What follows belongs to an exercise in optimizing a design on an open flow for small area, a short achievable clock period and few clock cycles per item; a production flow would make more cautious choices. Only simulation tests tie the RTL to the original design; equivalence was not proved. Power and IR drop assume default switching activity.

==> run a: inputs <==
// pfs_softdec
module pfs_softdec (
  input  wire        clk,
  input  wire        rst,
  input  wire        cmd_valid,
  output wire        cmd_ready,
  input  wire [15:0] cmd_len,
  input  wire [2:0]  cmd_ed,
  input  wire [1:0]  cmd_inner,
  input  wire [1:0]  cmd_outer,
  input  wire        in_valid,
  output wire        in_ready,
  input  wire [7:0]  in_data,
  output reg         out_valid,
  input  wire        out_ready,
  output wire [7:0]  out_data,
  output reg         res_valid,
  output reg         res_ok
);
  reg        busy;
  reg [2:0]  ed_r;
  reg        inner_h, outer_h;
  wire       mlm = inner_h | outer_h;      
  wire       hdm = inner_h & outer_h;      
  assign cmd_ready = ~busy;
  wire   cmd_take  = cmd_valid & ~busy;
  reg        in_ready_r;
  assign in_ready = in_ready_r;
  wire   take = in_valid & in_ready_r;
  reg [7:0]  ir;
  reg        iv;
  reg [3:0]  q;
  reg [2:0]  q_cnt;
  wire       q_has = (q_cnt != 3'd0);
  wire       q_out = q[q_cnt[1:0] - 2'd1];
  wire       q_deq;
  reg [2:0]  k;           
  reg        cmp;         
  reg        cmp2;        
  ...
make LEC_CHECK=0 CAP_MARGIN=20 CORE_MARGIN=2 CORE_UTILIZATION=40 SLEW_MARGIN=20 finish   # period 14.0 ns
run.sh (not shown) runs the stock make flow with config.mk's settings and CLKGATE_MAP_FILE= SYNTH_SCRIPT=/design/flow/synth_recipe.tcl, a recipe that flattens the netlist after the stock synthesis.
==> run b (differences from run a) <==
--- a/flow/design.v
+++ b/flow/design.v
@@ -30,63 +30,51 @@
   reg        iv;
   reg [3:0]  q;
   reg [2:0]  q_cnt;
   wire       q_has = (q_cnt != 3'd0);
   wire       q_out = q[q_cnt[1:0] - 2'd1];
   wire       q_deq;
   reg [2:0]  k;           
   reg        cmp;         
-  reg        cmp2;        
   reg [10:0] acc [0:7];
-  reg [13:0] fin [0:1];   
-  wire       fire_a = cmp & ~cmp2 & (q_cnt == 3'd0);
-  wire       nib_wr = cmp2;
-  wire       ml_go  = iv & (~cmp | fire_a);
+  wire       q_free = (q_cnt == 3'd0) | ((q_cnt == 3'd1) & q_deq);
+  wire       nib_wr = cmp & q_free;
+  wire       ml_go  = iv & (~cmp | q_free);
   function [2:0] xcol(input [2:0] kk);
     case (kk)
       3'd0: xcol = 3'b111;
       3'd1: xcol = 3'b110;
       3'd2: xcol = 3'b101;
       3'd3: xcol = 3'b011;
       3'd4: xcol = 3'b100;
       3'd5: xcol = 3'b010;
       default: xcol = 3'b001;
     endcase
   endfunction
   wire [2:0]  xk = xcol(k);
   wire [10:0] ue = {{4{~ir[7]}}, ~ir[7], ir[6:0]};    
-  function [10:0] radd(input [10:0] x, input [10:0] y);
-    integer i;
-    reg c;
-    begin
-      c = 1'b0;
-      for (i = 0; i < 11; i = i + 1) begin
-        radd[i] = x[i] ^ y[i] ^ c;
-        c = (x[i] & y[i]) | (x[i] & c) | (y[i] & c);
-      end
-    end
-  endfunction
   integer a;
   reg [10:0] acc_n [0:7];
   always @(*) begin
     for (a = 0; a < 8; a = a + 1) begin : accn
       reg s;
       reg [10:0] base;
       s    = ^(a[2:0] & xk);
-      base = (ml_go & (k == 3'd0)) ? 11'd3 : acc[a];
-      acc_n[a] = radd(base, (s ? ~ue : ue) & {11{ml_go}});
+      base = (k == 3'd0) ? ((a == 0) ? 11'd3 : 11'h7FF) : acc[a];
+      acc_n[a] = base + (s ? ~ue : ue) + {10'd0, s};
     end
   end
   reg [9:0]  lm [0:7];
   reg [3:0]  ld [0:7];
   reg [9:0]  m1 [0:3];
   reg [3:0]  d1 [0:3];
   reg [9:0]  m2 [0:1];
   reg [3:0]  d2 [0:1];
+  reg [3:0]  nib;
   integer b;
   always @(*) begin
     for (b = 0; b < 8; b = b + 1) begin : leaf
       reg sg;
       reg [3:0] dd;
       sg    = acc[b][10];
       lm[b] = acc[b][9:0] ^ {10{sg}};
       dd    = {^(b[2:0] & 3'b111), ^(b[2:0] & 3'b110), ^(b[2:0] & 3'b101), ^(b[2:0] & 3'b011)};
@@ -99,26 +87,26 @@
         m1[b] = lm[2*b];   d1[b] = ld[2*b];
       end
     for (b = 0; b < 2; b = b + 1)
       if ({m1[2*b+1], ~d1[2*b+1]} > {m1[2*b], ~d1[2*b]}) begin
         m2[b] = m1[2*b+1]; d2[b] = d1[2*b+1];
       end else begin
         m2[b] = m1[2*b];   d2[b] = d1[2*b];
       end
-  end
-  wire [3:0] nib = ({fin[1][13:4], ~fin[1][3:0]} > {fin[0][13:4], ~fin[0][3:0]})
-                   ? fin[1][3:0] : fin[0][3:0];
+    nib = ({m2[1], ~d2[1]} > {m2[0], ~d2[0]}) ? d2[1] : d2[0];
+  end
   reg [2:0]  j;
   reg [3:0]  hd;
   reg [2:0]  syn;
   reg [3:0]  q2;
   reg [2:0]  q2_cnt;
   wire       q2_deq;
-  wire       hd_go   = hdm & q_has & ((j != 3'd6) | (q2_cnt == 3'd0));
+  wire       q2_free = (q2_cnt == 3'd0) | ((q2_cnt == 3'd1) & q2_deq);
+  wire       hd_go   = hdm & q_has & ((j != 3'd6) | q2_free);
   wire [2:0] xj      = xcol(j);
   wire [2:0] syn_n   = syn ^ (q_out ? xj : 3'b000);
   reg  [3:0] hd_fix;
   always @(*) begin
     case (syn_n)
       3'b011:  hd_fix = hd ^ 4'b0001;
       3'b101:  hd_fix = hd ^ 4'b0010;
       3'b110:  hd_fix = hd ^ 4'b0100;
@@ -176,49 +164,44 @@
       3'd6:    crc_init = 32'hFFFFFFFF;
       default: crc_init = 32'h00000000;
     endcase
   endfunction
   wire in_done = ~mlm | ((vpos == 3'd0) & ~cwpar);
   wire finish  = busy & done & in_done & ~out_valid;
   wire       busy_n = cmd_take | (busy & ~finish);
   wire       iv_n   = ~cmd_take & ((take & mlm) | (iv & ~ml_go));
-  wire       cmp_n  = ~cmd_take & ((ml_go & (k == 3'd6)) | (cmp & ~fire_a));
-  wire       cmp2_n = ~cmd_take & fire_a;
+  wire       cmp_n  = ~cmd_take & ((ml_go & (k == 3'd6)) | (cmp & ~nib_wr));
   reg  [2:0] q_cnt_n;
   always @(*) begin
     if (cmd_take)          q_cnt_n = 3'd0;
     else if (nib_wr)       q_cnt_n = 3'd4;
     else if (take & ~mlm)  q_cnt_n = q_cnt + {2'b00, ~q_deq};
     else                   q_cnt_n = q_cnt - {2'b00, q_deq};
   end
   wire mlm_n = cmd_take ? ((cmd_inner == 2'd2) | (cmd_outer == 2'd2)) : mlm;
-  wire in_ready_n = busy_n & (mlm_n ? (~iv_n | ~cmp_n | ((q_cnt_n == 3'd0) & ~cmp2_n))
+  wire in_ready_n = busy_n & (mlm_n ? (~iv_n | ~cmp_n | (q_cnt_n == 3'd0))
                                     : (q_cnt_n != 3'd4));
   always @(posedge clk) begin
     if (take) ir <= in_data;
-    fin[0] <= {m2[0], d2[0]};
-    fin[1] <= {m2[1], d2[1]};
     if (rst) begin
       busy       <= 1'b0;
       in_ready_r <= 1'b0;
       out_valid  <= 1'b0;
       res_valid  <= 1'b0;
       iv         <= 1'b0;
       cmp        <= 1'b0;
-      cmp2       <= 1'b0;
       q_cnt      <= 3'd0;
       q2_cnt     <= 3'd0;
       done       <= 1'b1;
     end else begin
       busy       <= busy_n;
       in_ready_r <= in_ready_n;
       iv         <= iv_n;
       cmp        <= cmp_n;
-      cmp2       <= cmp2_n;
       q_cnt      <= q_cnt_n;
       res_valid  <= finish;
       if (finish)
         res_ok <= ed_chk ? (crc[31:24] == 8'h00) : ok;
       if (byte_end & ~kph)
         out_valid <= 1'b1;
       else if (out_ready)
         out_valid <= 1'b0;
@@ -235,18 +218,18 @@
         kph     <= 1'b0;
         done    <= 1'b0;
         crc     <= crc_init(cmd_ed);
         ok      <= 1'b1;
         vpos    <= 3'd0;
         cwpar   <= 1'b0;
       end else begin
         if (take) vpos <= vpos + 3'd1;
-        for (a = 0; a < 8; a = a + 1) acc[a] <= acc_n[a];
         if (ml_go) begin
+          for (a = 0; a < 8; a = a + 1) acc[a] <= acc_n[a];
           k <= (k == 3'd6) ? 3'd0 : k + 3'd1;
           if (k == 3'd6) cwpar <= ~cwpar;
         end
         if (nib_wr)
           q <= nib;
         else if (take & ~mlm)
           q <= {q[2:0], in_data[7]};
         if (hd_go) begin
==> qor summary <==
quantity	run a	run b
Status	no timing/DRC/antenna violations	no timing/DRC/antenna violations
Final-layout non-clock buffer area share	3.18%	3.15%
Met3 routed WL	1470 um	1700 um
Layout cell share with drive strength beyond 1	5.72%	6.31%
Post-placement worst setup slack	7.52 ns	6.97 ns
CP Max Fanout	18	22
Clock Sinks	229	201
Critical path startpoint	k[0]$_SDFFCE_PN0P_	acc[5][10]$_DFFE_PP_
Power per cell area	135 nW/um2	112 nW/um2
Cells after Synth	1549	1791
Total area of multi-input combinational cells	9110 um2	10700 um2
Count of clock-net buffers in the final layout	39	29
Post-Synth Adder-Cell Area	18.7%	15.2%
Hold_ws	0.487 ns	0.472 ns
Placed Instances	2072	2316
Seq pwr	0.000920 W	0.000758 W
Critical Path Slowest Stage Cell	o221ai_4	and2_0
Worst endpoint required time	14.31 ns	14.38 ns
Post-place instance area	17300 um2	18100 um2
Post-route cell area	18200 um2	19000 um2
Layout Skew	0.0183 ns	0.0180 ns
Net count of the mapped netlist	1785	2029
Crit-path max cell delay	0.64 ns	0.84 ns
Synth Register Bits	229	201
Aggregate routed wire length	35500 um	41000 um
Testbench counts of run a, summed over its fixed seeds: cycles 79,864, items 4,540.
Testbench counts of run b, summed over its fixed seeds: cycles 79,725, items 4,540.

==> what the ideal ports hide <==
The flow's constraints put no driver on any port. The routed layouts listed below were extracted and timed again, unchanged, in two steps.
Step 1 sets driving cells, clkbuf_16 on the clock port and buf_2 on the other inputs (assumed; they add their load-dependent delay and slew).
Step 2 adds t to the input delays and takes it off the output delays; t is the mean of the earliest and latest rising clock arrival at the registers after step 1. Input paths then give back, and output paths get back, about the clock's delay inside the block.
Three values: ideal ports, drivers, drivers and shift; two values: the first two.
| run | shift t [ns] | setup WS [ns] | worst setup path after step 2 | latest minus earliest clock arrival (ns) | worst slew at a driven data input, ns |
|---|---|---|---|---|---|
| run a | 0.607 | 7.542 / 7.542 / 7.542 | register to register | 0.018 / 0.019 | 0.06 |
| run b | 0.608 | 7.102 / 7.102 / 7.102 | register to register | 0.018 / 0.018 | 0.04 |
After both steps setup and hold are still met in every run listed.
